From an optimization exercise on the open Yosys and OpenROAD flow, aimed at small area, a short achievable clock period and few clock cycles; shortcuts taken in it are not production practice. The RTL was checked by simulation tests, not by an equivalence proof against the original design.

// bmp_reduce
module bmp_reduce #(
    parameter MAXW = 128
) (
    input  wire       clk,
    input  wire       rst,
    input  wire       start,
    input  wire [7:0] cfg_width,      
    input  wire       cfg_bpp4,       
    input  wire [1:0] cfg_dither,     
    input  wire [6:0] cfg_bright,     
    input  wire [6:0] cfg_contrast,   
    input  wire       cfg_order,      
    input  wire       cfg_invert,     
    input  wire       in_valid,
    output wire       in_ready,
    input  wire [7:0] in_b,
    input  wire [7:0] in_g,
    input  wire [7:0] in_r,
    output reg        out_valid,
    input  wire       out_ready,
    output wire [7:0] out_data
);
Size in the first run: ~3500 cells after synthesis, about 66 I/O pins, about 0.041 mm2 of cells after synthesis.
Settings: LEC_CHECK=0, CAP_MARGIN=20, CORE_MARGIN=2, CORE_UTILIZATION=60, CTS_CLUSTER_DIAMETER=200, CTS_CLUSTER_SIZE=30, SLEW_MARGIN=20; clock period 46.0 ns.
standard.sh (not shown) runs the stock make flow with config.mk's settings and CLKGATE_MAP_FILE= SYNTH_SCRIPT=/design/flow/synth_recipe.tcl, a recipe that flattens the netlist after the stock synthesis.
==> flow/flow/run.sh <==
#!/bin/bash
# Standard layout, but the port buffers are buf_2 cells instead of the
# buffer_ports default (clkdlybuf4s50_1), which is slower and larger.
set -euo pipefail
export BUFFER_PORTS_ARGS="-buffer_cell sky130_fd_sc_hd__buf_2"
bash standard.sh > flow_standard.log 2>&1
The starting point passed the timing, DRC and antenna checks.
Testbench counts at the start, summed over its fixed seeds: cycles 30,096.
Next try:
CTS_CLUSTER_DIAMETER = 80   (was 200)
The new run finished with timing, DRC and antenna clean. Cell count grows by 0.36%. Global-route usage is about the same. Wire length is about the same. Via count is about the same. First-iteration DRC count grows by 7.6%. Flip-flop and latch count stays the same. Worst hold slack is about the same. Fmax barely changes. Worst setup slack improved by 17 ps. Count of clock-buffer cells in the layout grows by 1.
Next try:
==> flow/flow/run.sh (replaced) <==
#!/bin/bash
# Standard layout, but the port buffers are buf_1 cells instead of the
# buffer_ports default (clkdlybuf4s50_1), which is slower and larger.
set -euo pipefail
export BUFFER_PORTS_ARGS="-buffer_cell sky130_fd_sc_hd__buf_1"
bash standard.sh > flow_standard.log 2>&1
CTS_CLUSTER_DIAMETER = 110   (was 80)
CTS_CLUSTER_SIZE = 32   (was 30)
Utilization falls by 0.64 points.
Synthesized cell count does not change.
Die area does not change.
Via count rises by about 0.5%.
Non-clock buffer count falls by 4.

bmp_reduce again, from the RTL that the note above started with.
## bmp_reduce
module bmp_reduce #(
    parameter MAXW = 128
) (
    input  wire       clk,
    input  wire       rst,
    input  wire       start,
    input  wire [7:0] cfg_width,      
    input  wire       cfg_bpp4,       
    input  wire [1:0] cfg_dither,     
    input  wire [6:0] cfg_bright,     
    input  wire [6:0] cfg_contrast,   
    input  wire       cfg_order,      
    input  wire       cfg_invert,     
    input  wire       in_valid,
    output wire       in_ready,
    input  wire [7:0] in_b,
    input  wire [7:0] in_g,
    input  wire [7:0] in_r,
    output reg        out_valid,
    input  wire       out_ready,
    output wire [7:0] out_data
);
Settings: LEC_CHECK=0, CAP_MARGIN=20, CORE_MARGIN=2, CORE_UTILIZATION=60, CTS_CLUSTER_DIAMETER=140, CTS_CLUSTER_SIZE=28, SLEW_MARGIN=20; clock period 46.0 ns.
==> flow/flow/run.sh <==
#!/bin/bash
# Standard layout, but the port buffers are buf_2 cells instead of the
# buffer_ports default (clkdlybuf4s50_1), which is slower and larger.
set -euo pipefail
export BUFFER_PORTS_ARGS="-buffer_cell sky130_fd_sc_hd__buf_2"
bash standard.sh > flow_standard.log 2>&1
Testbench counts at the start, summed over its fixed seeds: cycles 30,096.
Rerun with:
CTS_CLUSTER_DIAMETER = 110   (was 140)
CTS_CLUSTER_SIZE = 32   (was 28)
Routed wire length is about the same.
Sequential share of layout area stays flat.
Via count barely changes.
Design area hardly moves.
Worst setup slack is better by 0.023 ns.
Utilization barely changes.
Clock skew climbs by 0.015 ns.
Synthesized cell count is unchanged.
Rerun with:
CTS_CLUSTER_DIAMETER = 50   (was 110)
CTS_CLUSTER_SIZE = 36   (was 32)
The new run ran to the end with no violations.
First-iteration DRC count came out higher by a little under a tenth.
Register-to-register slack stays flat.
Via count grows slightly.
Die area is unchanged.
Critical path depth stays the same.

==> afterwards: timing with drivers on the ports <==
How much do the figures lean on ideal ports? The routed layouts below were timed once more, with nothing changed but the port constraints. Step 1, drivers: a clkbuf_16 drives clk and a buf_2 each remaining input, both assumed. Step 2 times the ports against the registers' clock, not the clock port: input delays grow and output delays shrink by t, the midpoint of the rising clock arrivals with the driver on. Three values: ideal ports, drivers, drivers and shift; two values: the first two.
run	shift t [ns]	setup WS [ns]	worst setup path at the end	pins driven straight from the clock port
the first run of note 1	0.677	35.622 / 35.559 / 35.316	input to register	1
the second run of note 1	0.691	35.639 / 35.577 / 35.307	input to register	1
the third run of note 1	0.677	35.620 / 35.553 / 35.274	input to register	1
the first run of note 2	0.681	35.638 / 35.575 / 35.302	input to register	1
the second run of note 2	0.669	35.661 / 35.597 / 35.291	input to register	1
the third run of note 2	0.703	35.633 / 35.570 / 35.299	input to register	1
After both steps every run listed still meets setup and hold. The setup slack of the second run of note 2, which loses most, moves by -0.064 ns with the drivers and by -0.370 ns with both steps.
